Background: an optimization exercise with open tools, aiming at small area, a short achievable clock period and few clock cycles per item. Do not read the settings as production practice. No run shown here included a check of the RTL's function; only the layout flow was run.

**design/flow/config.mk**
```make
export PLATFORM = sky130hd
export DESIGN_NAME = modexp_unit
export DESIGN_NICKNAME = modexp_unit
export VERILOG_FILES = /design/flow/design.v
export SDC_FILE = /design/flow/constraint.sdc
export NUM_CORES = 4
export LEC_CHECK = 0
export ABC_CLOCK_PERIOD_IN_PS = 4000
export CAP_MARGIN = 20
export CORE_MARGIN = 2
export CORE_UTILIZATION = 40
export SLEW_MARGIN = 20
```
**design/flow/constraint.sdc**
```tcl
create_clock -name core_clock -period 12.0 [get_ports {clk}]
set_input_delay 2.4000 -clock core_clock [delete_from_list [all_inputs] [get_ports {clk}]]
set_output_delay 2.4000 -clock core_clock [all_outputs]
set_load 0.01 [all_outputs]
```
**design/flow/design.v**
```verilog
module modexp_unit #(
    parameter integer W = 128
) (
    input  wire         clk,
    input  wire         rst,      
    input  wire         start,
    input  wire [W-1:0] a,
    input  wire [W-1:0] e,
    input  wire [W-1:0] n,
    output wire         ready,
    output reg          done,
    output reg          fault,
    output wire [W-1:0] r
);
    localparam integer K  = 66;           
    localparam integer RW = 2 * K;        
    localparam integer VW = 130;          
    localparam integer TW = 133;          
    localparam [2:0] S_IDLE = 3'd0,
                     S_CHK  = 3'd1,
                     S_DIV  = 3'd2,
                     S_PREP = 3'd3,
                     S_MUL  = 3'd4,
                     S_CPA  = 3'd5,
                     S_FIN  = 3'd6;
    localparam [1:0] M_SQR = 2'd0,
                     M_MUL = 2'd1,
                     M_OUT = 2'd2;
    localparam [1:0] C_CONV = 2'd0,
                     C_CLR  = 2'd1,
                     C_SET1 = 2'd2;
    reg [2:0]    state;
    reg          ready_q;
    reg [1:0]    mode;
    reg [1:0]    cop;
    reg [7:0]    ecnt;
    reg [5:0]    cnt;
    reg [8:0]    j_q;
    reg          first_q;
    reg          last_q;
    reg          c_q;
    reg [W-1:0]  n_q;
    reg [W-1:0]  e_q;
    reg [RW-1:0] r_q;
    reg [RW-1:0] b_q;
    reg [VW-1:0] S_q;
    reg [VW-1:0] C_q;
    reg          k_q;
    reg [2:0]    x_q;
    reg [5:0]    idx;
    reg [5:0]    adig;
    reg [1:0]    asub;
    reg          carry_q;
    reg          sbit_q;
    reg          nbit_q;
    reg          zs_q;
    assign ready = ready_q;
    assign r     = r_q[W-1:0];
    wire [5:0] tidx = (state == S_DIV) ? adig : idx;
    wire [2:0] rdig = r_q[3*tidx +: 3];
    wire [2:0] bdig = b_q[3*tidx +: 3];
    wire       abit = rdig[asub];
    wire [128:0] y   = r_q[128:0];
    wire [128:0] xy0 = x_q[0] ? y : 129'd0;
    wire [128:0] xy1 = x_q[1] ? y : 129'd0;
    wire [128:0] xy2 = x_q[2] ? y : 129'd0;
    wire [2:0] u  = S_q[2:0] + C_q[2:0] + {2'b0, k_q} + xy0[2:0]
                  + {xy1[1:0], 1'b0} + {xy2[0], 2'b0};
    wire       q0 = u[0];
    wire       q1 = u[1] ^ (u[0] & ~n_q[1]);
    wire       q2 = u[2] ^ (u[1] & ~n_q[1]) ^ (u[0] & ~n_q[2]) ^ (u[1] & u[0] & ~n_q[1]);
    wire [TW-1:0] RS  = {3'b0, S_q};
    wire [TW-1:0] RC  = {3'b0, C_q};
    wire [TW-1:0] RX0 = {4'b0, xy0};
    wire [TW-1:0] RX1 = {3'b0, xy1, k_q};
    wire [TW-1:0] RX2 = {2'b0, xy2, 2'b0};
    wire [TW-1:0] RQ0 = q0 ? {5'b0, n_q}       : {TW{1'b0}};
    wire [TW-1:0] RQ1 = q1 ? {4'b0, n_q, 1'b0} : {TW{1'b0}};
    wire [TW-1:0] RQ2 = q2 ? {3'b0, n_q, 2'b0} : {TW{1'b0}};
    wire [TW-1:0] a1 = RS ^ RC ^ RX0;
    wire [TW-1:0] m1 = (RS & RC) | (RS & RX0) | (RC & RX0);
    wire [TW-1:0] b1 = {m1[TW-2:0], 1'b0};
    wire [TW-1:0] a2 = a1 ^ b1 ^ RX1;
    wire [TW-1:0] m2 = (a1 & b1) | (a1 & RX1) | (b1 & RX1);
    wire [TW-1:0] b2 = {m2[TW-2:0], 1'b0};
    wire [TW-1:0] a3 = a2 ^ b2 ^ RX2;
    wire [TW-1:0] m3 = (a2 & b2) | (a2 & RX2) | (b2 & RX2);
    wire [TW-1:0] b3 = {m3[TW-2:0], 1'b0};
    wire [TW-1:0] a4 = RQ0 ^ RQ1 ^ RQ2;
    wire [TW-1:0] m4 = (RQ0 & RQ1) | (RQ0 & RQ2) | (RQ1 & RQ2);
    wire [TW-1:0] b4 = {m4[TW-2:0], 1'b0};
    wire [TW-1:0] a5 = a3 ^ b3 ^ a4;
    wire [TW-1:0] m5 = (a3 & b3) | (a3 & a4) | (b3 & a4);
    wire [TW-1:0] b5 = {m5[TW-2:0], 1'b0};
    wire [TW-1:0] sf = a5 ^ b5 ^ b4;
    wire [TW-1:0] cf = (a5 & b5) | (a5 & b4) | (b5 & b4);
    wire          kf = sf[2] | sf[1] | sf[0] | cf[1] | cf[0];
    wire [RW-1:0] S132 = {2'b0, S_q};
    wire [RW-1:0] C132 = {2'b0, C_q};
    wire [RW-1:0] N132 = {4'b0, n_q};
    wire [K-1:0]  sch  = c_q ? S132[RW-1:K] : S132[K-1:0];
    wire [K-1:0]  cch  = c_q ? C132[RW-1:K] : C132[K-1:0];
    wire [K-1:0]  nch  = c_q ? N132[RW-1:K] : N132[K-1:0];
    wire         zs_now = first_q ? 1'b0 : (c_q ? zs_q : b_q[RW-1]);
    wire         lowbit = c_q ? sbit_q : x_q[0];
    wire [K-1:0] n2ch   = {nch[K-2:0], c_q & nbit_q};
    reg  [K-1:0] opa, opb;
    reg          cin;
    always @(*) begin
        if (state == S_DIV) begin
            opa = first_q ? {{(K-1){1'b0}}, ~c_q & x_q[0]} : {b_q[K-2:0], lowbit};
            opb = last_q ? (zs_now ? n2ch : {K{1'b0}}) : (zs_now ? nch : ~nch);
            cin = c_q ? carry_q : (~last_q & ~zs_now);
        end else begin
            opa = (cop == C_CONV) ? sch : {K{1'b0}};
            opb = (cop == C_CONV) ? cch : {K{1'b0}};
            cin = c_q ? carry_q : ((cop == C_CONV) ? k_q : (cop == C_SET1));
        end
    end
    wire [K:0] sum = {1'b0, opa} + {1'b0, opb} + {{K{1'b0}}, cin};
    wire r_is_n = (r_q[W-1:0] == n_q);
    wire nxt_mul = (mode == M_SQR) & e_q[W-1];
    wire nxt_out = ~nxt_mul & (ecnt == 8'd1);
    wire escan = (ecnt != 8'd0) & ~e_q[W-1];
    wire bad_n = ~n_q[0] | (n_q[W-1:1] == {(W-1){1'b0}});
    always @(posedge clk) begin
        if (rst) begin
            state   <= S_IDLE;
            ready_q <= 1'b1;
            done    <= 1'b0;
        end else begin
            done <= 1'b0;
            case (state)
                S_IDLE: begin
                    ecnt    <= 8'd128;
                    j_q     <= 9'd0;
                    first_q <= 1'b1;
                    last_q  <= 1'b0;
                    c_q     <= 1'b0;
                    if (start) begin
                        state   <= S_CHK;
                        ready_q <= 1'b0;
                    end
                end
                S_CHK: begin
                    fault <= bad_n;
                    if (bad_n) begin
                        cop   <= C_CLR;
                        state <= S_CPA;
                    end else begin
                        state <= S_DIV;
                    end
                    if (escan) ecnt <= ecnt - 1'b1;
                end
                S_DIV: begin
                    if (escan) ecnt <= ecnt - 1'b1;
                    c_q <= ~c_q;
                    if (c_q) begin
                        j_q     <= j_q + 1'b1;
                        first_q <= 1'b0;
                        last_q  <= (j_q == 9'd258);
                        if (last_q) state <= S_PREP;
                    end
                end
                S_PREP: begin
                    cnt <= 6'd0;
                    if (ecnt == 8'd0) begin
                        cop   <= C_SET1;
                        state <= S_CPA;
                    end else begin
                        ecnt  <= ecnt - 1'b1;
                        state <= S_MUL;
                        mode  <= (ecnt == 8'd1) ? M_OUT : M_SQR;
                    end
                end
                S_MUL: begin
                    cnt <= cnt + 1'b1;
                    if (cnt == 6'd43) begin
                        cop   <= C_CONV;
                        state <= S_CPA;
                    end
                end
                S_CPA: begin
                    c_q <= ~c_q;
                    if (c_q) begin
                        if (cop != C_CONV) begin
                            state   <= S_IDLE;
                            ready_q <= 1'b1;
                            done    <= 1'b1;
                        end else if (mode == M_OUT) begin
                            state <= S_FIN;
                        end else begin
                            cnt   <= 6'd0;
                            state <= S_MUL;
                            if (nxt_mul) begin
                                mode <= M_MUL;
                            end else begin
                                ecnt <= ecnt - 1'b1;
                                mode <= nxt_out ? M_OUT : M_SQR;
                            end
                        end
                    end
                end
                S_FIN: begin
                    if (r_is_n) begin
                        cop   <= C_CLR;
                        state <= S_CPA;
                    end else begin
                        state   <= S_IDLE;
                        ready_q <= 1'b1;
                        done    <= 1'b1;
                    end
                end
                default: begin
                    state   <= S_IDLE;
                    ready_q <= 1'b1;
                end
            endcase
        end
    end
    always @(posedge clk) begin
        case (state)
            S_IDLE: begin
                n_q  <= n;
                e_q  <= e;
                r_q  <= {{(RW-W){1'b0}}, a};
                x_q  <= {2'b0, a[W-1]};
                adig <= 6'd42;            
                asub <= 2'd0;
                idx  <= 6'd0;
            end
            S_CHK: begin
                if (escan) e_q <= e_q << 1;
            end
            S_DIV: begin
                if (escan) e_q <= e_q << 1;
                b_q     <= {sum[K-1:0], b_q[RW-1:K]};
                if (last_q) r_q <= {sum[K-1:0], r_q[RW-1:K]};
                carry_q <= sum[K];
                sbit_q  <= b_q[K-1];
                nbit_q  <= nch[K-1];
                zs_q    <= zs_now;
                if (c_q) begin
                    x_q <= {2'b0, (j_q < 9'd127) ? abit : 1'b0};
                    if (asub == 2'd0) begin
                        asub <= 2'd2;
                        adig <= adig - 1'b1;
                    end else begin
                        asub <= asub - 1'b1;
                    end
                end
            end
            S_PREP: begin
                S_q <= {VW{1'b0}};
                C_q <= {VW{1'b0}};
                k_q <= 1'b0;
                idx <= 6'd1;
                if (ecnt != 8'd0) begin
                    e_q <= e_q << 1;
                    x_q <= (ecnt == 8'd1) ? 3'b001 : rdig;
                end
            end
            S_MUL: begin
                S_q <= sf[TW-1:3];
                C_q <= cf[TW-2:2];
                k_q <= kf;
                x_q <= (mode == M_OUT) ? 3'b000 : ((mode == M_MUL) ? bdig : rdig);
                idx <= idx + 1'b1;
            end
            S_CPA: begin
                r_q     <= {sum[K-1:0], r_q[RW-1:K]};
                carry_q <= sum[K];
                if (!c_q) begin
                    idx <= nxt_mul ? 6'd0 : 6'd22;    
                end else if (cop == C_CONV && mode != M_OUT) begin
                    S_q <= {VW{1'b0}};
                    C_q <= {VW{1'b0}};
                    k_q <= 1'b0;
                    idx <= 6'd1;
                    if (nxt_mul) begin
                        x_q <= bdig;
                    end else begin
                        e_q <= e_q << 1;
                        x_q <= nxt_out ? 3'b001 : rdig;
                    end
                end
            end
            default: ;
        endcase
    end
endmodule
```
**design/flow/run.sh**
```bash
#!/bin/bash
# synth_recipe.tcl (not shown) runs the flow's synth.tcl, then flattens the netlist and writes it again
# the make line also repeats each setting of config.mk as NAME=value (left out here)
make -C /OpenROAD-flow-scripts/flow DESIGN_CONFIG=/design/flow/config.mk WORK_HOME=/design/flow/orfs CLKGATE_MAP_FILE= SYNTH_SCRIPT=/design/flow/synth_recipe.tcl finish
```
==> summary.txt, run 1 <==
status finished clean; CP endpoint kind flip-flop; post-DP HPWL about 180000 µm; Fmax between 100 and 150 MHz; Root Buffer clkbuf_16; Filler Cell Count 15700; drt total wl about 240000 µm; Critical R2R Launch state[1]$_SDFFE_PP0P_; most common cell after layout, fill and taps aside nand2_1; Final Cycle Share 61.4%; largest net degree at the start of global routing 139; initial core utilization 40.3%; clock buffer depth 3; Synth Area per Inst about 11 µm²; Critical Path RT 12530 ps; unrepaired setup endpoints after global routing false; sum of negative setup slack 0 ps; Final Hold Viols 0; I/O pin count around 520; Slew Viols, Final 0; crit path from state[1]$_SDFFE_PP0P_; Cell Area, Synth 67300 µm²; Die Span X 414 µm; Mapped Cells about 6400; Via-to-Cell Ratio around 5.6; CTS Buf Count between 100 and 150; post-CTS sizing 0; register area share after synthesis between 30% and 40%; CTS H-tree lvls 3; Worst setup SP type flip-flop; Routability Congestion 1.04; Final Skew between 50 and 60 ps; Yosys Warn Count 1; Synth Area in Adders roughly 26%; Worst-Margin Slew 1210 ps; endpoints failing setup 0; most frequent cells in the layout 1295 x nand2_1, 832 x edfxtp_1, 773 x fa_1, 695 x inv_1, 517 x clkdlybuf4s50_1; global-route wire length before repair roughly 360000 µm; HP Class flip-flop to flip-flop; number of enable flip-flop cells after synthesis approximately 830; synthesis-to-finish area growth 14.7%; Global Route Usage Sum approximately 28%; Crit Path Category flip-flop to flip-flop; FP Rows 150; Worst-Skew Late Latency 790 ps; Reg clk slew, reported paths roughly 60 ps; ys async rst share 0%; # placed instances a little under 9000; via count about 50000; ratio of cells with drive above 1 in the final layout between 8 and 9%; TritonCTS clock tree yes; # clock sinks about 840; DR WL/cell 27.2 µm; compound-cell area share of the yosys netlist between 5 and 6%; XOR/XNOR share of the synthesized area 2.73%; unique cell type count in the Yosys netlist between 70 and 80; antenna violations before repair 17; Yosys top cell area share 37.1%; core region area around 170000 µm²; largest cells by area after synthesis edfxtp_1 37%, fa_1 23%, nand2_1 7.2%, mux2_2 4.5%, inv_1 3.9%; Seq cells post-synth approximately 840; Critical Path AT slightly below 8000 ps; number of global-route vias before repair between 50000 and 60000; Worst Path Max Fanout 40; largest family of logic cells by synthesized area adder cells; DRT antenna net count 0; first drt pass iteration count 8; area leader, netlist edfxtp_1; grt total ovfl 0; simple-gate share of the synthesized area between 10% and 20%; Nets between 7000 and 8000; CTS hold repair buffers 0; main flop type after synthesis edfxtp_1; slew margin rel. between 15 and 20%; crit path time final approximately 7400 ps; DRT iter0 DRCs ~4900; Die ar. about 170000 µm²; hold wc startpoint b_q[100]$_DFFE_PP_; Die H 414 µm; postcts setup bufs 0; mux contribution to synthesized area 5.98%; buffers added on ports 517; Max Cap Viol 0; final std cells w/o fill between 8000 and 9000; DRC Markers 0; final hold slack 431 ps
stage by stage:
step	setup slack [ps]	utilization, %	area, µm²
after floorplan	804	-	67300
after global placement	4880	44.1	73700
after detailed placement	4770	44.1	73700
after CTS	4730	46.2	77200
after global routing	4210	46.2	77200
final	4640	46.2	77200
layout make-up:
class	instances	area, µm²	area share, %
inverters	698	2630	3.41
clock inverters	74	709	0.919
flip-flops and latches	837	25100	32.5
clock buffers	121	2730	3.54
repair buffers	581	5740	7.44
well taps	2204	2760	3.57
diodes	3	7.51	0.00972
multi-input cells	4386	37600	48.6
synthesized netlist by cell type (6+ instances only):
cell type,n
nand2_1,1296
edfxtp_1,832
fa_1,773
inv_1,696
and3_1,292
clkbuf_1,275
mux2_2,269
o21ai_0,200
nor2_1,169
a21oi_1,166
nand3_1,163
and2_1,159
ha_1,152
buf_4,132
xor2_1,109
xnor2_1,101
mux2i_1,86
nor4_1,64
a21o_1,42
nand4_1,42
a31oi_1,33
nor3_1,31
a211oi_1,28
a311oi_1,28
nor2b_1,28
buf_2,27
buf_1,21
o21bai_1,15
o22ai_1,15
o211ai_1,13
o21a_1,10
nand2b_1,9
or3_1,8
o31ai_1,7
mux4_2,6
o221ai_1,6
sequential cells by signal, summed over array words and instances, names as in the netlist, 2 cells and up:
register,count
b_q,132
r_q,132
C_q,130
S_q,129
e_q,128
n_q,128
j_q,9
ecnt,8
adig,6
cnt,6
idx,6
state,3
x_q,3
asub,2
cop,2
mode,2
worst max-delay path, stage by stage (launching register included):
cell and delay (ps):
dfxtp_1 300, buf_4 310, or3b_4 650, nor2_4 890, buf_4 550, a32o_1 200, a21oi_1 80, fa_1 430
inv_1 100, fa_1 250, a211oi_1 120, nor3_1 410, o22ai_1 230, a2111oi_2 680, o21ai_0 550, o21ai_1 390
a41oi_1 230, a31oi_1 250, xor2_1 110, mux2_2 280
kinds of logic after synthesis:
logic type	after synthesis
DFF	837
xor gates and xnor gates	210
muxes	361
adders and majority gates	925
and+or+nand+nor	2278
AOI/OAI and AO/OA	612
buffers and inverters	1155
final timing paths:
kind | slack [ps] | depth (start not counted) | endpoint
min | 430 | 0 | b_q[34]$_DFFE_PP_
max | 4640 | 19 | r_q[124]$_DFFE_PP_
max reg2reg | 4640 | 19 | r_q[124]$_DFFE_PP_
min reg2reg | 430 | 0 | b_q[34]$_DFFE_PP_
routing by layer:
metal / vias up / part of all wire (%) / GRT usage [%]
met4: 14 / 5.3 / 12.9
met3: 474 / 8.6 / 6.11
li1: 21600 / - / -
met2: 2334 / 46 / 44.4
met1: 25600 / 40 / 37.2
met5: - / 0.036 / 0
==> run 2: changes to the inputs <==
--- a/design/flow/config.mk
+++ b/design/flow/config.mk
@@ -7,3 +7,2 @@
 export LEC_CHECK = 0
-export ABC_CLOCK_PERIOD_IN_PS = 4000
 export CAP_MARGIN = 20
==> run 2 against run 1 <==
Still clean. Sequential share of layout area unchanged. Clock-buffer cell count did not move. Routed wire length unchanged.
==> summary.txt, run 2 <==
Nets roughly 7900; Multi-input gate area about 38000 µm²; main flop type after synthesis edfxtp_1; crit path time final around 7400 ps; status finished clean; area leader, netlist edfxtp_1; TritonCTS clock tree yes; core region area between 150000 and 200000 µm²; most common cell after layout, fill and taps aside nand2_1; Crit Path Category flip-flop to flip-flop; HP Class flip-flop to flip-flop; Yosys top cell area share roughly 37%; setup slack, reg-to-reg ~4600 ps; Worst-Skew Late Latency approximately 790 ps; unrepaired setup endpoints after global routing false; CP endpoint kind flip-flop; CP top delay family compound AO/OA/AOI/OAI gates; Critical Path RT roughly 13000 ps; Seq cells post-synth 837; Via-to-Cell Ratio roughly 5.6; synthesis-to-finish area growth 14.7%; CP max stage delay just under 900 ps; unique cell type count in the Yosys netlist a little over 70; Final Cycle Share between 60% and 70%; DR WL/cell 27.2 µm; number of global-route vias before repair ~52000; ys async rst share 0%; Root Buffer clkbuf_16; Routability Congestion 1.04; # clock sinks 837; number of enable flip-flop cells after synthesis 832; Mapped Cells between 6000 and 7000; first drt pass iteration count 8; post-DP HPWL 181000 µm; worst path buffer plus inverter count 3; Critical Path AT 7890 ps; DRC Markers 0; Final Hold Viols 0; DRT antenna net count 0; global-route wire length before repair about 360000 µm; most frequent cells in the layout 1295 x nand2_1, 832 x edfxtp_1, 773 x fa_1, 695 x inv_1, 517 x clkdlybuf4s50_1; Slew Viols, Final 0; Yosys Warn Count 1; clock buffer depth 3; initial core utilization 40.3%; CTS hold repair buffers 0; critical-path cell list buf_4 > or3b_4 > nor2_4 > buf_4 > a32o_1 > a21oi_1 > fa_1 > inv_1 > fa_1 > a211oi_1 > nor3_1 > o22ai_1 > a2111oi_2 > o21ai_0 > o21ai_1 > a41oi_1 > a31oi_1 > xor2_1 > mux2_2; postcts setup bufs 0; end-of-flow core utilization between 40% and 50%; CTS H-tree lvls 3; Fmax roughly 140 MHz; sum of negative setup slack 0 ps; Synth Area per Inst about 11 µm²; grt total ovfl 0; FP Rows 150; Die H between 400 and 500 µm; CTS Buf Count ~110; endpoints failing setup 0; Worst-Margin Slew ~1200 ps; register area share after synthesis between 30% and 40%; Die Span X between 400 and 500 µm; CP max-delay cell nor2_4; Largest regs b_q (132), r_q (132), C_q (130); Final Skew between 50 and 60 ps; Max Cap Viol 0; drt total wl approximately 240000 µm; antenna violations before repair 17; Cell Area, Synth approximately 67000 µm²; post-CTS sizing 0; buffers added on ports 517; Worst setup SP type flip-flop; largest cells by area after synthesis edfxtp_1 37%, fa_1 23%, nand2_1 7.2%, mux2_2 4.5%, inv_1 3.9%; synth cell count leaders 1296 x nand2_1, 832 x edfxtp_1, 773 x fa_1, 696 x inv_1, 292 x and3_1; Worst Path Max Fanout 40; largest net degree at the start of global routing around 140; Global Route Usage Sum 28.1%; most common cell in the netlist nand2_1; slew margin rel. a little under 20%; DRT iter0 DRCs about 4900; register area roughly 25000 µm²; Reg clk slew, reported paths 60 ps; ratio of cells with drive above 1 in the final layout approximately 8.0%; Filler Cell Count approximately 16000; via count ~50000; Die ar. between 150000 and 200000 µm²; I/O pin count between 500 and 600
==> run 2: per-stage QoR <==
stage | worst slack (ps) | cells | instance area, µm² | hold slack (ps)
after floorplan | 804 | 6378 | 67300 | 421
after global placement | 4880 | 8705 | 73700 | 429
after detailed placement | 4770 | 8705 | 73700 | 432
after CTS | 4730 | 8900 | 77200 | 428
after global routing | 4210 | 8901 | 77200 | 442
final | 4640 | 8904 | 77200 | 431
==> run 2: worst register-to-register path, stage by stage (launching register included) <==
cell and delay [ps]:
dfxtp_1 300, buf_4 310, or3b_4 670, nor2_4 900
buf_4 580, a32o_1 260, a21oi_1 80, fa_1 430
inv_1 100, fa_1 250, a211oi_1 120, nor3_1 410
o22ai_1 230, a2111oi_2 690, o21ai_0 550, o21ai_1 390
a41oi_1 230, a31oi_1 250, xor2_1 110, mux2_2 280
==> run 2: final timing paths <==
check / from / cells after the start / to
min reg2reg: b_q[100]$_DFFE_PP_ / 0 / b_q[34]$_DFFE_PP_
max reg2reg: state[1]$_SDFFE_PP0P_ / 19 / r_q[124]$_DFFE_PP_
max: state[1]$_SDFFE_PP0P_ / 19 / r_q[124]$_DFFE_PP_
min: b_q[100]$_DFFE_PP_ / 0 / b_q[34]$_DFFE_PP_
==> run 2: logic make-up (layout without fill, tap and decap cells) <==
logic type | count (synthesis) | count (layout) | share of synthesized area [%]
mux | 361 | 361 | 5.98
other cells | 0 | 3 | 0
xor+xnor | 210 | 210 | 2.73
simple gates | 2278 | 2278 | 15.4
flops | 837 | 837 | 37.3
compound gates | 612 | 612 | 5.56
buf+inv | 1155 | 1474 | 7.25
fa+ha+maj | 925 | 925 | 25.8
==> run 2: routing by layer <==
metal	up-vias	GRT usage [%]	wire length, µm
met4	14	12.9	12700
met5	-	0	87
met1	25600	37.2	97500
met2	2334	44.4	111000
met3	474	6.11	20900
li1	21600	-	-
==> run 2: area by class of cell <==
cell class | instances | area share [%]
clock buffer | 121 | 3.54
antenna | 3 | 0.00972
timing repair buffer | 581 | 7.44
tap | 2204 | 3.57
clock inverter | 74 | 0.919
multi-input combinational | 4386 | 48.6
inverter | 698 | 3.41
sequential | 837 | 32.5
==> run 3: changes to the inputs <==
--- a/design/flow/design.v
+++ b/design/flow/design.v
@@ -103,18 +103,16 @@
     wire [K-1:0]  nch  = c_q ? N132[RW-1:K] : N132[K-1:0];
-    wire         zs_now = first_q ? 1'b0 : (c_q ? zs_q : b_q[RW-1]);
     wire         lowbit = c_q ? sbit_q : x_q[0];
     wire [K-1:0] n2ch   = {nch[K-2:0], c_q & nbit_q};
-    reg  [K-1:0] opa, opb;
-    reg          cin;
-    always @(*) begin
-        if (state == S_DIV) begin
-            opa = first_q ? {{(K-1){1'b0}}, ~c_q & x_q[0]} : {b_q[K-2:0], lowbit};
-            opb = last_q ? (zs_now ? n2ch : {K{1'b0}}) : (zs_now ? nch : ~nch);
-            cin = c_q ? carry_q : (~last_q & ~zs_now);
-        end else begin
-            opa = (cop == C_CONV) ? sch : {K{1'b0}};
-            opb = (cop == C_CONV) ? cch : {K{1'b0}};
-            cin = c_q ? carry_q : ((cop == C_CONV) ? k_q : (cop == C_SET1));
-        end
-    end
+    reg sel_conv, sel_one, sel_z, sel_zf, sel_n, sel_nl;
+    wire         zs_c   = c_q ? zs_q : b_q[RW-1];
+    wire         zs_now = sel_z & zs_c;
+    wire [K-1:0] opa = ({K{sel_conv}} & sch)
+                     | ({K{sel_z}}    & {b_q[K-2:0], lowbit})
+                     | {{(K-1){1'b0}}, sel_zf & ~c_q & x_q[0]};
+    wire [K-1:0] opb = ({K{sel_conv}}         & cch)
+                     | ({K{sel_n & zs_now}}   & nch)
+                     | ({K{sel_n & ~zs_now}}  & ~nch)
+                     | ({K{sel_nl & zs_now}}  & n2ch);
+    wire         cin = c_q ? carry_q
+                           : ((sel_conv & k_q) | sel_one | (sel_n & ~zs_now));
     wire [K:0] sum = {1'b0, opa} + {1'b0, opb} + {{K{1'b0}}, cin};
@@ -127,5 +125,11 @@
         if (rst) begin
-            state   <= S_IDLE;
-            ready_q <= 1'b1;
-            done    <= 1'b0;
+            state    <= S_IDLE;
+            ready_q  <= 1'b1;
+            done     <= 1'b0;
+            sel_conv <= 1'b0;
+            sel_one  <= 1'b0;
+            sel_z    <= 1'b0;
+            sel_zf   <= 1'b0;
+            sel_n    <= 1'b0;
+            sel_nl   <= 1'b0;
         end else begin
@@ -150,3 +154,5 @@
                     end else begin
-                        state <= S_DIV;
+                        state  <= S_DIV;
+                        sel_zf <= 1'b1;
+                        sel_n  <= 1'b1;
                     end
@@ -161,2 +167,6 @@
                         last_q  <= (j_q == 9'd258);
+                        sel_zf  <= 1'b0;
+                        sel_z   <= ~last_q;
+                        sel_n   <= (j_q != 9'd258) & ~last_q;
+                        sel_nl  <= (j_q == 9'd258);
                         if (last_q) state <= S_PREP;
@@ -167,4 +177,5 @@
                     if (ecnt == 8'd0) begin
-                        cop   <= C_SET1;
-                        state <= S_CPA;
+                        cop     <= C_SET1;
+                        sel_one <= 1'b1;
+                        state   <= S_CPA;
                     end else begin
@@ -178,4 +189,5 @@
                     if (cnt == 6'd43) begin
-                        cop   <= C_CONV;
-                        state <= S_CPA;
+                        cop      <= C_CONV;
+                        sel_conv <= 1'b1;
+                        state    <= S_CPA;
                     end
@@ -185,2 +197,4 @@
                     if (c_q) begin
+                        sel_conv <= 1'b0;
+                        sel_one  <= 1'b0;
                         if (cop != C_CONV) begin
==> run 3 against run 2 <==
Cell count shrank 3.4%. Non-clock buffer count grew 5. Via count decreased by 2.5%. Critical path depth decreased by 1. Clock-buffer cell count down 2. Design area fell by 0.25%. First-iteration DRC count increased by 7.5%. Largest cell class unchanged.
==> summary.txt, run 3 <==
status finished clean; Die H 413 µm; via count 48800; Routability Congestion 1.01; mux contribution to synthesized area 7.56%; register area share after synthesis a little under two fifths; Die ar. around 170000 µm²; I/O pin count roughly 520; crit path from c_q$_DFFE_PP_; global-route wire length before repair 345000 µm; Slew Viols, Final 0; Nets between 7000 and 8000; GR Util met1 a little under two fifths; postcts setup bufs 0; final std cells w/o fill between 8000 and 9000; Cell Area, Synth ~67000 µm²; Critical Path RT around 13000 ps; synth cell count leaders 1188 x nand2_1, 831 x edfxtp_1, 773 x fa_1, 697 x inv_1, 283 x mux2_2; Final Skew just under 60 ps; Fmax 143 MHz; Critical Path AT 7540 ps; Largest regs b_q (132), r_q (132), C_q (130); DRC Markers 0; Root Buffer clkbuf_16; Max Cap Viol 0; post-CTS sizing 0; ys async rst share 0%; Worst setup SP type flip-flop; main flop type after synthesis edfxtp_1; M3 GR Usage under 10%; Synth Area per Inst between 10 and 15 µm²; area leader, netlist edfxtp_1; Via-to-Cell Ratio roughly 5.7; Global Route Usage Sum ~28%; largest net degree at the start of global routing approximately 150; largest family of logic cells by synthesized area adder cells; CTS H-tree lvls 3; antenna violations before repair 5; unique cell type count in the Yosys netlist 82; synthesis-to-finish area growth 15.2%; ratio of cells with drive above 1 in the final layout 9.08%; # placed instances around 8400; Die Span X approximately 410 µm; Synth Area in Adders around a quarter; end-of-flow core utilization a little under half; # clock sinks 842; most common cell in the netlist nand2_1; first drt pass iteration count 7; Yosys Warn Count 1; clock buffer depth 3; CP endpoint kind flip-flop; grt total ovfl 0; gr busiest metal met2; slew margin rel. around 15%; Final Cycle Share around 60%; Critical R2R Launch c_q$_DFFE_PP_; TritonCTS clock tree yes; Worst-Margin Slew roughly 1300 ps; compound-cell area share of the yosys netlist between 5 and 6%; most frequent cells in the layout 1186 x nand2_1, 831 x edfxtp_1, 773 x fa_1, 695 x inv_1, 517 x clkdlybuf4s50_1; unrepaired setup endpoints after global routing false; cell area after layout between 70000 and 80000 µm²; DR WL/cell about 28 µm; Reg clk slew, reported paths 70 ps; met2 Track Usage GR between 40 and 50%; largest cells by area after synthesis edfxtp_1 37%, fa_1 23%, nand2_1 6.7%, mux2_2 4.8%, inv_1 3.9%; number of enable flip-flop cells after synthesis slightly above 800; HP Class flip-flop to flip-flop; Final Hold Viols 0; post-DP HPWL around 180000 µm; hold wc startpoint b_q[88]$_DFFE_PP_; sum of negative setup slack 0 ps; number of global-route vias before repair between 40000 and 50000; Placed Area around 73000 µm²; Worst-Skew Late Latency 800 ps; CTS Buf Count about 100; drt total wl around 240000 µm; core region area approximately 170000 µm²; crit path time final 7010 ps; XOR/XNOR share of the synthesized area approximately 3.7%; most common cell after layout, fill and taps aside nand2_1; Seq cells post-synth approximately 840; endpoints failing setup 0; Worst Path Max Fanout 37; buffers added on ports about 520; simple-gate share of the synthesized area 13.8%; Crit Path Category flip-flop to flip-flop; Yosys top cell area share between 30% and 40%; DRT iter0 DRCs between 5000 and 6000; CTS hold repair buffers 0; Mapped Cells 6064; FP Rows 150; initial core utilization 40.1%; DRT antenna net count 0
-- run 3: changes by cell type in the layout (fill, tap and decap cells not counted), sizes merged, moves of 61 or more --
cell / delta
ha: -65
a22o: +65
nand3: -89
nand2: -108
o221ai: +61
o21ai: -141
xnor2: +62
-- run 3: layer usage --
layer,vias up,wire [µm]
met5,-,27
met4,4,12400
met3,479,24500
met2,2453,106000
met1,25200,94300
li1,20700,-
-- run 3: area by class of cell --
type	count	area, µm²
antenna	1	2.50
timing repair buffer	586	5690
fill	15500	89600
tap	2204	2760
clock buffer	119	2640
multi-input combinational	4075	37000
sequential	842	25200
inverter	699	2650
clock inverter	76	1080
-- run 3: cell families (layout without fill, tap and decap cells) --
| family | after synthesis | in the layout |
|---|---|---|
| and+or+nand+nor | 2013 | 2013 |
| DFF | 842 | 842 |
| other | 0 | 1 |
| adders and majority gates | 860 | 860 |
| xor gates and xnor gates | 279 | 279 |
| AOI/OAI and AO/OA | 503 | 503 |
| muxes | 420 | 420 |
| buffers and inverters | 1147 | 1480 |
-- run 3: final timing paths --
kind,cells past startpoint,endpoint,slack (ps)
setup / recovery,18,r_q[126]$_DFFE_PP_,4990
hold / removal,0,b_q[22]$_DFFE_PP_,440
setup reg to reg,18,r_q[126]$_DFFE_PP_,4990
hold reg to reg,0,b_q[22]$_DFFE_PP_,440
-- run 3: metrics by stage --
| step | worst slack (ps) | hold WS (ps) |
|---|---|---|
| after global placement | 5500 | 424 |
| after global routing | 4740 | 456 |
| after detailed placement | 5310 | 429 |
| after CTS | 5210 | 438 |
| after floorplan | 1010 | 421 |
| final | 4990 | 439 |
-- run 3: critical path, cell delays in order (launching register included) --
cell,delay [ps]
edfxtp_1,630
mux2_2,430
nand2_4,490
inv_1,280
nand2_2,640
nor2_1,130
a221oi_1,340
fa_1,270
inv_1,70
fa_1,470
a21oi_1,230
o21ai_0,150
a21oi_1,370
a32oi_1,310
o2111a_1,430
o311ai_1,670
a2111oi_0,280
nor4_1,430
o31ai_1,110
==> run 4: changes to the inputs <==
==> design/flow/flow/run.sh (new file) <==
#!/bin/bash
set -euo pipefail
margin=$(tr -d ' \n' < flow/margin.txt)
sed "s|\"\${@:-finish}\"|SETUP_SLACK_MARGIN=${margin} \"\${@:-finish}\"|" standard.sh > standard_margin.sh
bash standard.sh synth > synth.log 2>&1
bash standard_margin.sh finish > layout.log 2>&1
==> design/flow/flow/margin.txt (new file) <==
7
==> design/flow/standard.sh (new file) <==
#!/bin/bash
# synth_recipe.tcl (not shown) runs the flow's synth.tcl, then flattens the netlist and writes it again
# the make line also repeats each setting of config.mk as NAME=value (left out here)
make -C /OpenROAD-flow-scripts/flow DESIGN_CONFIG=/design/flow/config.mk WORK_HOME=/design/flow/orfs CLKGATE_MAP_FILE= SYNTH_SCRIPT=/design/flow/synth_recipe.tcl "${@:-finish}"
removed: design/flow/run.sh
==> run 4 against run 3 <==
Critical endpoint is now S_q[53]$_SDFFCE_PN0P_. Maximum frequency is 28% higher. Still clean. Clock skew is 24 ps lower.
==> summary.txt, run 4 <==
clock buffer depth 3; number of enable flip-flop cells after synthesis 831; CP endpoint kind flip-flop; Yosys Warn Count 1; initial core utilization roughly 40%; first drt pass iteration count 8; core region area around 170000 µm²; Filler Cell Count 15100; Largest regs b_q (132), r_q (132), C_q (130); Cell Area, Synth 66900 µm²; FP Rows 150; main flop type after synthesis edfxtp_1; grt total ovfl 0; Placed Area between 70000 and 80000 µm²; Worst Path Max Fanout 8; Worst-Skew Late Latency between 700 and 800 ps; unrepaired setup endpoints after global routing true; register area share after synthesis between 30% and 40%; most frequent cells in the layout 1064 x nand2_1, 831 x edfxtp_1, 636 x fa_1, 630 x inv_1, 517 x clkdlybuf4s50_1; slew margin rel. 18.6%; HP Class flip-flop to flip-flop; # clock sinks ~840; Via-to-Cell Ratio between 5 and 6; number of global-route vias before repair a little over 50000; Reg clk slew, reported paths ~70 ps; cell area after layout 81100 µm²; area leader, netlist edfxtp_1; antenna violations before repair 7; CTS hold repair buffers 0; Global Route Usage Sum between 20% and 30%; Worst-Margin Slew ~1200 ps; Die ar. between 150000 and 200000 µm²; DRC Markers 0; Final Skew 35.9 ps; post-DP HPWL ~170000 µm; register area ~25000 µm²; CTS H-tree lvls 3; Root Buffer clkbuf_16; drt total wl roughly 250000 µm; Max Cap Viol 0; status finished clean; largest net degree at the start of global routing 191; largest cells by area after synthesis edfxtp_1 37%, fa_1 23%, nand2_1 6.7%, mux2_2 4.8%, inv_1 3.9%; via count ~50000; Worst setup SP type flip-flop; DRT antenna net count 0; Die H 413 µm; endpoints failing setup 0; crit path time final about 5500 ps; ys async rst share 0%; TritonCTS clock tree yes; Multi-input gate area roughly 39000 µm²; sum of negative setup slack 0 ps; Final Hold Viols 0; Seq cells post-synth ~840; buffers added on ports approximately 520; Slew Viols, Final 0; Yosys top cell area share between 30% and 40%; Fmax between 150 and 200 MHz; most common cell in the netlist nand2_1; Critical Path RT between 10000 and 15000 ps; CTS Buf Count between 100 and 150; ratio of cells with drive above 1 in the final layout 17.5%; Final Cycle Share approximately 46%; synth cell count leaders 1188 x nand2_1, 831 x edfxtp_1, 773 x fa_1, 697 x inv_1, 283 x mux2_2; Synth Area per Inst around 11 µm²; DRT iter0 DRCs about 5700; Mapped Cells approximately 6000; synthesis-to-finish area growth 21.2%; global-route wire length before repair around 360000 µm; Crit Path Category flip-flop to flip-flop; Critical Path AT about 6000 ps; I/O pin count 518; Nets between 7000 and 8000; DR WL/cell 28.7 µm; Die Span X 413 µm; unique cell type count in the Yosys netlist 82; most common cell after layout, fill and taps aside nand2_1; Routability Congestion approximately 1.0
run 4: metal layers:
layer / vias up / wire (µm) / track usage, %
li1: 20900 / - / -
met1: 25800 / 96700 / 37.9
met2: 2756 / 112000 / 43.9
met3: 544 / 27000 / 8.10
met4: 6 / 14400 / 14.4
met5: - / 110 / 0
run 4: final timing paths:
kind	startpoint	end	slack, ps	cells after the start
worst min register to register	b_q[89]$_DFFE_PP_	b_q[23]$_DFFE_PP_	440	0
worst max register to register	r_q[1]$_DFFE_PP_	S_q[53]$_SDFFCE_PN0P_	6530	20
worst max-delay path	r_q[1]$_DFFE_PP_	S_q[53]$_SDFFCE_PN0P_	6530	20
worst min-delay path	b_q[89]$_DFFE_PP_	b_q[23]$_DFFE_PP_	440	0
run 4: cell type report:
class / instances / area share, %
timing repair inverter: 2 / 0.0216
sequential: 842 / 31.1
timing repair buffer: 697 / 9.63
clock buffer: 112 / 3.25
clock inverter: 80 / 1.31
tap: 2204 / 3.40
antenna: 2 / 0.00617
multi-input combinational: 4079 / 48.0
inverter: 699 / 3.27
run 4: worst max-delay path, stage by stage, from the launching register on:
cell	delay (ps)
edfxtp_1	510
nand2_2	130
fa_2	460
fa_1	530
inv_2	50
ha_4	230
nor2b_4	130
xnor2_2	160
xnor2_2	150
xnor2_2	130
buf_4	160
xor2_4	220
buf_12	180
buf_12	170
buf_16	180
nand2_1	80
fa_1	490
fa_2	580
inv_1	50
fa_1	410
and3_1	180
run 4: per-stage QoR:
step           instances  hold slack, ps  utilization, %  setup WS, ps
2_1_floorplan       6064             421               -          6770
3_3_place_gp        8401             426            44.1          5030
3_5_place_dp        8402             429            44.1          4900
4_1_cts             8662             435            47.8          6610
5_1_grt             8715             455            48.6          6420
6_report            8717             441            48.6          6530
run 4: what timing repair did:
action,CTS,global route
buffers inserted,46,48
endpoints found under the setup margin,383,300
resized for setup,384,223
cloned,22,5
pin swaps,266,72
run 4: kinds of logic (layout without fill, tap and decap cells):
family	Yosys count	count (layout)	synth area share, %
xor gates and xnor gates	279	279	3.65
other	0	2	0
AOI/OAI and AO/OA	503	504	5.33
DFF	842	842	37.6
buffers and inverters	1147	1590	7.24
and+or+nand+nor	2013	2016	13.8
muxes	420	420	7.56
adders and majority gates	860	860	24.8
==> run 5: changes to the inputs <==
--- a/design/flow/design.v
+++ b/design/flow/design.v
@@ -23,4 +23,3 @@
                      S_MUL  = 3'd4,
-                     S_CPA  = 3'd5,
-                     S_FIN  = 3'd6;
+                     S_CPA  = 3'd5;
     localparam [1:0] M_SQR = 2'd0,
@@ -56,2 +55,3 @@
     reg          zs_q;
+    reg          qall_q;    
     assign ready = ready_q;
@@ -79,25 +79,26 @@
     wire [TW-1:0] RQ2 = q2 ? {3'b0, n_q, 2'b0} : {TW{1'b0}};
-    wire [TW-1:0] a1 = RS ^ RC ^ RX0;
-    wire [TW-1:0] m1 = (RS & RC) | (RS & RX0) | (RC & RX0);
+    wire [TW-1:0] a1, m1, a2, m2, a3, m3, a4, m4, a5, m5, sf, cf;
+    assign a1[TW-1:130] = 3'b0;  assign m1[TW-1:130] = 3'b0;
+    assign a2[TW-1:131] = 2'b0;  assign m2[TW-1:131] = 2'b0;
+    assign a3[TW-1:132] = 1'b0;  assign m3[TW-1:132] = 1'b0;
+    assign a4[TW-1:130] = 3'b0;  assign m4[TW-1:130] = 3'b0;
+    csa_row #(.W(130)) u_l1 (.a(RS[129:0]), .b(RC[129:0]), .c(RX0[129:0]),
+                             .s(a1[129:0]), .m(m1[129:0]));
     wire [TW-1:0] b1 = {m1[TW-2:0], 1'b0};
-    wire [TW-1:0] a2 = a1 ^ b1 ^ RX1;
-    wire [TW-1:0] m2 = (a1 & b1) | (a1 & RX1) | (b1 & RX1);
+    csa_row #(.W(131)) u_l2 (.a(a1[130:0]), .b(b1[130:0]), .c(RX1[130:0]),
+                             .s(a2[130:0]), .m(m2[130:0]));
     wire [TW-1:0] b2 = {m2[TW-2:0], 1'b0};
-    wire [TW-1:0] a3 = a2 ^ b2 ^ RX2;
-    wire [TW-1:0] m3 = (a2 & b2) | (a2 & RX2) | (b2 & RX2);
+    csa_row #(.W(132)) u_l3 (.a(a2[131:0]), .b(b2[131:0]), .c(RX2[131:0]),
+                             .s(a3[131:0]), .m(m3[131:0]));
     wire [TW-1:0] b3 = {m3[TW-2:0], 1'b0};
-    wire [TW-1:0] a4 = RQ0 ^ RQ1 ^ RQ2;
-    wire [TW-1:0] m4 = (RQ0 & RQ1) | (RQ0 & RQ2) | (RQ1 & RQ2);
+    csa_row #(.W(130)) u_l3q (.a(RQ0[129:0]), .b(RQ1[129:0]), .c(RQ2[129:0]),
+                              .s(a4[129:0]), .m(m4[129:0]));
     wire [TW-1:0] b4 = {m4[TW-2:0], 1'b0};
-    wire [TW-1:0] a5 = a3 ^ b3 ^ a4;
-    wire [TW-1:0] m5 = (a3 & b3) | (a3 & a4) | (b3 & a4);
+    csa_row #(.W(TW)) u_l4 (.a(a3), .b(b3), .c(a4), .s(a5), .m(m5));
     wire [TW-1:0] b5 = {m5[TW-2:0], 1'b0};
-    wire [TW-1:0] sf = a5 ^ b5 ^ b4;
-    wire [TW-1:0] cf = (a5 & b5) | (a5 & b4) | (b5 & b4);
+    csa_row #(.W(TW)) u_l5 (.a(a5), .b(b5), .c(b4), .s(sf), .m(cf));
     wire          kf = sf[2] | sf[1] | sf[0] | cf[1] | cf[0];
-    wire [RW-1:0] S132 = {2'b0, S_q};
-    wire [RW-1:0] C132 = {2'b0, C_q};
     wire [RW-1:0] N132 = {4'b0, n_q};
-    wire [K-1:0]  sch  = c_q ? S132[RW-1:K] : S132[K-1:0];
-    wire [K-1:0]  cch  = c_q ? C132[RW-1:K] : C132[K-1:0];
+    wire [K-1:0]  sch  = S_q[K-1:0];
+    wire [K-1:0]  cch  = C_q[K-1:0];
     wire [K-1:0]  nch  = c_q ? N132[RW-1:K] : N132[K-1:0];
@@ -106,2 +107,3 @@
     reg sel_conv, sel_one, sel_z, sel_zf, sel_n, sel_nl;
+    reg mul_q;    
     wire         zs_c   = c_q ? zs_q : b_q[RW-1];
@@ -118,3 +120,2 @@
     wire [K:0] sum = {1'b0, opa} + {1'b0, opb} + {{K{1'b0}}, cin};
-    wire r_is_n = (r_q[W-1:0] == n_q);
     wire nxt_mul = (mode == M_SQR) & e_q[W-1];
@@ -134,2 +135,3 @@
             sel_nl   <= 1'b0;
+            mul_q    <= 1'b0;
         end else begin
@@ -183,2 +185,3 @@
                         state <= S_MUL;
+                        mul_q <= 1'b1;
                         mode  <= (ecnt == 8'd1) ? M_OUT : M_SQR;
@@ -191,2 +194,3 @@
                         sel_conv <= 1'b1;
+                        mul_q    <= 1'b0;
                         state    <= S_CPA;
@@ -204,3 +208,9 @@
                         end else if (mode == M_OUT) begin
-                            state <= S_FIN;
+                            if (qall_q) begin
+                                cop <= C_CLR;
+                            end else begin
+                                state   <= S_IDLE;
+                                ready_q <= 1'b1;
+                                done    <= 1'b1;
+                            end
                         end else begin
@@ -208,2 +218,3 @@
                             state <= S_MUL;
+                            mul_q <= 1'b1;
                             if (nxt_mul) begin
@@ -217,12 +228,2 @@
                 end
-                S_FIN: begin
-                    if (r_is_n) begin
-                        cop   <= C_CLR;
-                        state <= S_CPA;
-                    end else begin
-                        state   <= S_IDLE;
-                        ready_q <= 1'b1;
-                        done    <= 1'b1;
-                    end
-                end
                 default: begin
@@ -235,2 +236,12 @@
     always @(posedge clk) begin
+        if (mul_q) begin
+            S_q <= sf[TW-1:3];
+            C_q <= cf[TW-2:2];
+        end else begin
+            S_q <= {{K{1'b0}}, S_q[VW-1:K]};
+            C_q <= {{K{1'b0}}, C_q[VW-1:K]};
+        end
+        k_q <= mul_q & kf;
+    end
+    always @(posedge clk) begin
         case (state)
@@ -267,5 +278,2 @@
             S_PREP: begin
-                S_q <= {VW{1'b0}};
-                C_q <= {VW{1'b0}};
-                k_q <= 1'b0;
                 idx <= 6'd1;
@@ -277,6 +285,4 @@
             S_MUL: begin
-                S_q <= sf[TW-1:3];
-                C_q <= cf[TW-2:2];
-                k_q <= kf;
                 x_q <= (mode == M_OUT) ? 3'b000 : ((mode == M_MUL) ? bdig : rdig);
+                qall_q <= ((cnt == 6'd0) | qall_q) & q0 & q1 & q2;
                 idx <= idx + 1'b1;
@@ -289,5 +295,2 @@
                 end else if (cop == C_CONV && mode != M_OUT) begin
-                    S_q <= {VW{1'b0}};
-                    C_q <= {VW{1'b0}};
-                    k_q <= 1'b0;
                     idx <= 6'd1;
@@ -305 +308,13 @@
 endmodule
+module csa_row #(
+    parameter integer W = 8
+) (
+    input  wire [W-1:0] a,
+    input  wire [W-1:0] b,
+    input  wire [W-1:0] c,
+    output wire [W-1:0] s,
+    output wire [W-1:0] m
+);
+    assign s = a ^ b ^ c;
+    assign m = (a & b) | (a & c) | (b & c);
+endmodule
==> design/flow/run.sh (new file) <==
#!/bin/bash
# synth_recipe.tcl (not shown) runs the flow's synth.tcl, then flattens the netlist and writes it again
# the make line also repeats each setting of config.mk as NAME=value (left out here)
make -C /OpenROAD-flow-scripts/flow DESIGN_CONFIG=/design/flow/config.mk WORK_HOME=/design/flow/orfs CLKGATE_MAP_FILE= SYNTH_SCRIPT=/design/flow/synth_recipe.tcl finish
--- a/design/flow/config.mk
+++ b/design/flow/config.mk
@@ -11 +11,3 @@
 export SLEW_MARGIN = 20
+export SYNTH_HIERARCHICAL = 1
+export SYNTH_MINIMUM_KEEP_SIZE = 0
removed: design/flow/flow/run.sh
removed: design/flow/flow/margin.txt
removed: design/flow/standard.sh
==> run 5 against run 4 <==
Cell count decreased by 12%. Still clean. Via count fell by 16%. Die area is 7.2% lower.
==> summary.txt, run 5 <==
status finished clean; # placed instances between 7000 and 8000; Seq cells post-synth between 800 and 900; Root Buffer clkbuf_16; ys async rst share 0%; antenna violations before repair 10; Routability Congestion approximately 0.95; I/O pin count about 520; endpoints failing setup 0; Final Cycle Share 54.0%; Synth Area per Inst approximately 12 µm²; Slew Viols, Final 0; initial core utilization 40.3%; DRT antenna net count 0; CTS Buf Count roughly 110; CTS H-tree lvls 3; Mapped Cells between 5000 and 6000; HP Class flip-flop to flip-flop; unique cell type count in the Yosys netlist 94; Die H between 300 and 400 µm; Largest regs b_q (132), r_q (132); post-DP HPWL about 150000 µm; most frequent cells in the layout 794 x fa_1, 784 x and2_1, 572 x edfxtp_1, 557 x nand2_1, 517 x clkdlybuf4s50_1; CP endpoint kind flip-flop; main flop type after synthesis edfxtp_1; Worst-Margin Slew about 1100 ps; Yosys top cell area share approximately 28%; final std cells w/o fill 7665; buffers added on ports roughly 520; postcts setup bufs 0; GR Util met1 34.2%; ratio of cells with drive above 1 in the final layout 10.3%; Die Span X slightly below 400 µm; via count 42200; Fmax 154 MHz; CTS hold repair buffers 0; crit path from S_q[0]$_DFF_P_; DRT iter0 DRCs roughly 3600; Filler Cell Count 14200; Cell Area, Synth slightly above 60000 µm²; most common cell after layout, fill and taps aside fa_1; largest net degree at the start of global routing slightly below 90; core region area ~150000 µm²; Max Cap Viol 0; global-route wire length before repair slightly below 300000 µm; Worst-Skew Late Latency around 750 ps; hold wc startpoint b_q[115]$_DFFE_PN_; number of global-route vias before repair about 45000; Worst Path Max Fanout 71; Via-to-Cell Ratio roughly 5.5; unrepaired setup endpoints after global routing false; synth cell count leaders 794 x fa_1, 784 x and2_1, 572 x edfxtp_1, 559 x nand2_1, 290 x mux2_2; Critical Path AT slightly above 7000 ps; Nets between 6000 and 7000; first drt pass iteration count 6; crit path time final between 6000 and 7000 ps; Final Hold Viols 0; largest cells by area after synthesis edfxtp_1 28%, fa_1 26%, dfxtp_1 8.8%, and2_1 7.9%, mux2_2 5.3%; TritonCTS clock tree yes; synthesis-to-finish area growth 16.0%; drt total wl around 200000 µm; clock buffer depth 3; Multi-input gate area 37300 µm²; final hold slack about 450 ps; post-CTS sizing 0; slew margin rel. around a quarter; Worst setup SP type flip-flop; Final Skew about 50 ps; CP max-delay cell buf_4; Die ar. between 150000 and 200000 µm²; Critical Path RT about 13000 ps; DRC Markers 0; area leader, netlist edfxtp_1; Yosys Warn Count 7; cell area after layout about 72000 µm²; Global Route Usage Sum ~25%; most common cell in the netlist fa_1; critical-path cell list fa_1 > ha_4 > buf_4 > nor2b_1 > xnor2_2 > buf_4 > buf_4 > nor2b_1 > fa_1 > fa_1 > fa_1 > mux2_2; Placed Area between 60000 and 70000 µm²; FP Rows 144; DR WL/cell between 20 and 30 µm; register area share after synthesis between 30% and 40%; number of enable flip-flop cells after synthesis around 570; # clock sinks ~850; gr busiest metal met2; Reg clk slew, reported paths roughly 60 ps; sum of negative setup slack 0 ps; register area 22700 µm²; Critical R2R Launch S_q[0]$_DFF_P_; grt total ovfl 0; M3 GR Usage approximately 4.9%; Crit Path Category flip-flop to flip-flop; CP max stage delay a little over 900 ps; met2 Track Usage GR 40.8%; Crit path top cell by count fa_1
[run 5: cell types whose count changed after synthesis, sizes merged, moves of 82 or more]
cell | previous run | this run
and3 | 280 | 25
and2 | 147 | 784
inv | 698 | 41
xor2 | 116 | 34
edfxtp | 831 | 572
dfxtp | 11 | 273
nand2 | 1188 | 559
nor2b | 17 | 143
[run 5: path summary, 6_finish.rpt]
check / endpoint / slack, ps / cells after the start
max: S_q[46]$_DFF_P_ / 5520 / 12
min: b_q[49]$_DFFE_PN_ / 450 / 0
max reg2reg: S_q[46]$_DFF_P_ / 5520 / 12
min reg2reg: b_q[49]$_DFFE_PN_ / 450 / 0
[run 5: kinds of logic after synthesis]
kind of cell / Yosys count / share of synthesized area (%)
mux: 413 / 7.31
fa+ha+maj: 872 / 27.2
xor+xnor: 156 / 2.20
other cells: 1 / 0.00604
compound gates: 521 / 6.25
simple gates: 1968 / 16.7
buf+inv: 460 / 3.83
flops: 845 / 36.5
[run 5: critical path: cells and delay by family, from the launching register on]
family	cells	cell delay, ps
AND/OR/NAND/NOR	2	450
multiplexers	1	280
XOR/XNOR	1	130
flip-flops	1	410
buffers and inverters	3	2280
adder cells (fa/ha/maj)	5	2700
[run 5: per-layer routing]
layer / up-vias / wire, µm
li1: 18400 / -
met3: 303 / 14000
met2: 1502 / 95200
met1: 22000 / 83600
met5: - / 35
met4: 6 / 8030
[run 5: final cells by class]
type | instances | area share (%)
clock inverter | 68 | 1.12
clock buffer | 136 | 4.06
inverter | 42 | 0.233
sequential | 845 | 31.5
timing repair buffer | 574 | 7.80
multi-input combinational | 3954 | 51.8
antenna | 2 | 0.00695
tap | 2044 | 3.55
[run 5: metrics by stage]
step / utilization [%] / setup WS, ps
global route: 46.7 / 5150
global placement: 44.3 / 5480
floorplan: - / 968
detailed placement: 44.3 / 5360
finish: 46.7 / 5520
CTS: 46.7 / 5330
==> run 6: changes to the inputs <==
==> design/flow/flow/run.sh (new file) <==
#!/bin/bash
set -euo pipefail
margin=$(tr -d ' \n' < flow/margin.txt)
sed "s|\"\${@:-finish}\"|SETUP_SLACK_MARGIN=${margin} \"\${@:-finish}\"|" standard.sh > standard_margin.sh
bash standard.sh synth > synth.log 2>&1
bash standard_margin.sh finish > layout.log 2>&1
==> design/flow/flow/margin.txt (new file) <==
7.5
==> design/flow/standard.sh (new file) <==
#!/bin/bash
# synth_recipe.tcl (not shown) runs the flow's synth.tcl, then flattens the netlist and writes it again
# the make line also repeats each setting of config.mk as NAME=value (left out here)
make -C /OpenROAD-flow-scripts/flow DESIGN_CONFIG=/design/flow/config.mk WORK_HOME=/design/flow/orfs CLKGATE_MAP_FILE= SYNTH_SCRIPT=/design/flow/synth_recipe.tcl "${@:-finish}"
removed: design/flow/run.sh
==> run 6 against run 5 <==
Maximum frequency up 26%. Critical endpoint is now S_q[67]$_SDFF_PN0_. Global-route usage up 2.1 points. Still clean on timing, DRC and antenna. Routed wire length increased by 8.9%. Register-to-register slack improved by 1400 ps. Flip-flop and latch count did not move.
==> summary.txt, run 6 <==
Worst Path Max Fanout 8; clock buffer depth 3; Yosys Warn Count 7; most frequent cells in the layout 660 x fa_1, 645 x and2_1, 572 x edfxtp_1, 547 x nand2_1, 517 x clkdlybuf4s50_1; Reg clk slew, reported paths around 60 ps; worst reg2reg path depth 18; endpoints failing setup 0; post-DP HPWL roughly 150000 µm; main flop type after synthesis edfxtp_1; DR WL/cell roughly 28 µm; number of global-route vias before repair ~46000; TritonCTS clock tree yes; synth cell count leaders 794 x fa_1, 784 x and2_1, 572 x edfxtp_1, 559 x nand2_1, 290 x mux2_2; Via-to-Cell Ratio roughly 5.6; DRT antenna net count 0; I/O pin count 518; Worst setup SP type flip-flop; area leader, netlist edfxtp_1; Die ar. about 160000 µm²; Critical Path AT 5810 ps; number of enable flip-flop cells after synthesis between 500 and 600; Critical Path RT approximately 13000 ps; global-route wire length before repair about 320000 µm; CTS H-tree lvls 3; crit path time final slightly above 5000 ps; ratio of cells with drive above 1 in the final layout between 20% and 30%; Slew Viols, Final 0; status finished clean; Seq cells post-synth approximately 850; Synth Area per Inst roughly 12 µm²; via count between 40000 and 50000; HP Class flip-flop to flip-flop; Mapped Cells around 5200; Root Buffer clkbuf_16; unrepaired setup endpoints after global routing true; Yosys top cell area share between 20% and 30%; core region area roughly 150000 µm²; Largest regs b_q (132), r_q (132); Final Cycle Share a little over two fifths; DRC Markers 0; # clock sinks roughly 850; grt total ovfl 0; Crit Path Category flip-flop to flip-flop; Die Span X just under 400 µm; hold path cells 0; slew margin rel. 21.0%; DRT iter0 DRCs 3981; most common cell after layout, fill and taps aside fa_1; sum of negative setup slack 0 ps; Worst-Skew Late Latency 750 ps; buffers added on ports 517; CP endpoint kind flip-flop; antenna violations before repair 13; setup slack, reg-to-reg a little under 7000 ps; CTS hold repair buffers 0; initial core utilization 40.3%; Die H 398 µm; register area share after synthesis 36.5%; Global Route Usage Sum between 20 and 30%; FP Rows 144; ys async rst share 0%; Nets around 6900; unique cell type count in the Yosys netlist 94; largest cells by area after synthesis edfxtp_1 28%, fa_1 26%, dfxtp_1 8.8%, and2_1 7.9%, mux2_2 5.3%; Cell Area, Synth between 60000 and 70000 µm²; Worst-Margin Slew approximately 1200 ps; Routability Congestion between 0.9 and 1; final std cells w/o fill 7814; Fmax between 150 and 200 MHz; first drt pass iteration count 5; Final Skew between 60 and 70 ps; CTS Buf Count ~100; drt total wl between 200000 and 250000 µm; Final Hold Viols 0; most common cell in the netlist fa_1; largest net degree at the start of global routing 130; Max Cap Viol 0; # placed instances between 7000 and 8000; synthesis-to-finish area growth 23.6%
-- run 6: worst paths after layout --
path	startpoint	to
worst max-delay path	x_q[0]$_DFFE_PP_	S_q[67]$_SDFF_PN0_
worst min register to register	b_q[101]$_DFFE_PN_	b_q[35]$_DFFE_PN_
worst min-delay path	b_q[101]$_DFFE_PN_	b_q[35]$_DFFE_PN_
worst max register to register	x_q[0]$_DFFE_PP_	S_q[67]$_SDFF_PN0_
-- run 6: critical path, cell delays in order (launching register included) --
cell and delay [ps]:
edfxtp_1 430, buf_12 150, and2_4 140, fa_1 520, fa_1 450, ha_4 200
xnor2_4 140, xnor2_4 230, xnor2_4 160, xnor2_4 120, buf_12 180, buf_16 170
buf_12 140, buf_16 140, and2_4 160, fa_1 550, fa_2 460, fa_2 570
and2_4 120
-- run 6: per-layer routing --
layer	global-route usage, %	wire length [µm]
met1	36.7	87800
met3	4.86	17100
met4	11.3	10900
met5	0	43
met2	44.4	103000
-- run 6: final cells by class --
| class | instances | area, µm² |
|---|---|---|
| flip-flops and latches | 845 | 22700 |
| multi-input cells | 3960 | 39700 |
| repair inverters | 1 | 8.76 |
| clock buffers | 128 | 2780 |
| clock inverters | 68 | 773 |
| repair buffers | 720 | 7990 |
| diodes | 6 | 15.0 |
| inverters | 42 | 198 |
| well taps | 2044 | 2560 |
| fillers | 13600 | 77400 |
-- run 6: cells by family after synthesis --
group	synth area share (%)
fa+ha+maj	27.2
flops	36.5
simple gates	16.7
mux	7.31
xor+xnor	2.20
compound gates	6.25
other cells	0.00604
buf+inv	3.83
-- run 6: through the flow --
| step | cell area (µm²) | hold WS [ps] | util (%) | setup WS, ps |
|---|---|---|---|---|
| after CTS | 75600 | 433 | 49.1 | 6900 |
| after floorplan | 62800 | 421 | - | 7020 |
| after detailed placement | 68600 | 432 | 44.5 | 5290 |
| final | 76700 | 433 | 49.8 | 6870 |
| after global routing | 76700 | 454 | 49.8 | 6740 |
| after global placement | 68600 | 427 | 44.5 | 5520 |
-- run 6: what timing repair did --
action,4_1_cts,5_1_grt
buffers inserted,79,38
cloned,39,2
endpoints found under the setup margin,419,318
pin swaps,232,100
gates resized for setup,420,167

static timing again, ports no longer ideal:
In the flow no input, the clock included, has a driving cell. The finished layouts below were timed again as built, in two steps.
Step 1 (the two cells are an assumption about what drives the block):
set clk [get_ports {clk}]
set_driving_cell -lib_cell sky130_fd_sc_hd__clkbuf_16 $clk
set_driving_cell -lib_cell sky130_fd_sc_hd__buf_2 [delete_from_list [all_inputs] $clk]
Step 2 also shifts input and output timing later by t, the mid clock arrival at the registers, as if the neighbouring blocks saw the same clock.
Slacks: no drivers / after step 1 / after step 2; pairs: no drivers / after step 1.
| run | shift t [ns] | slack for setup (ns) | hold slack, ns |
|---|---|---|---|
| run 1 | 0.847 | 4.636 / 4.636 / 4.636 | 0.431 / 0.431 / 0.431 |
| run 2 | 0.847 | 4.636 / 4.636 / 4.636 | 0.431 / 0.431 / 0.431 |
| run 3 | 0.857 | 4.988 / 4.988 / 4.988 | 0.439 / 0.439 / 0.439 |
| run 4 | 0.846 | 6.528 / 6.528 / 6.528 | 0.441 / 0.441 / 0.441 |
| run 5 | 0.804 | 5.520 / 5.520 / 5.520 | 0.449 / 0.449 / 0.449 |
| run 6 | 0.803 | 6.873 / 6.873 / 6.873 | 0.433 / 0.433 / 0.433 |
After both steps setup and hold are still met in every run listed.
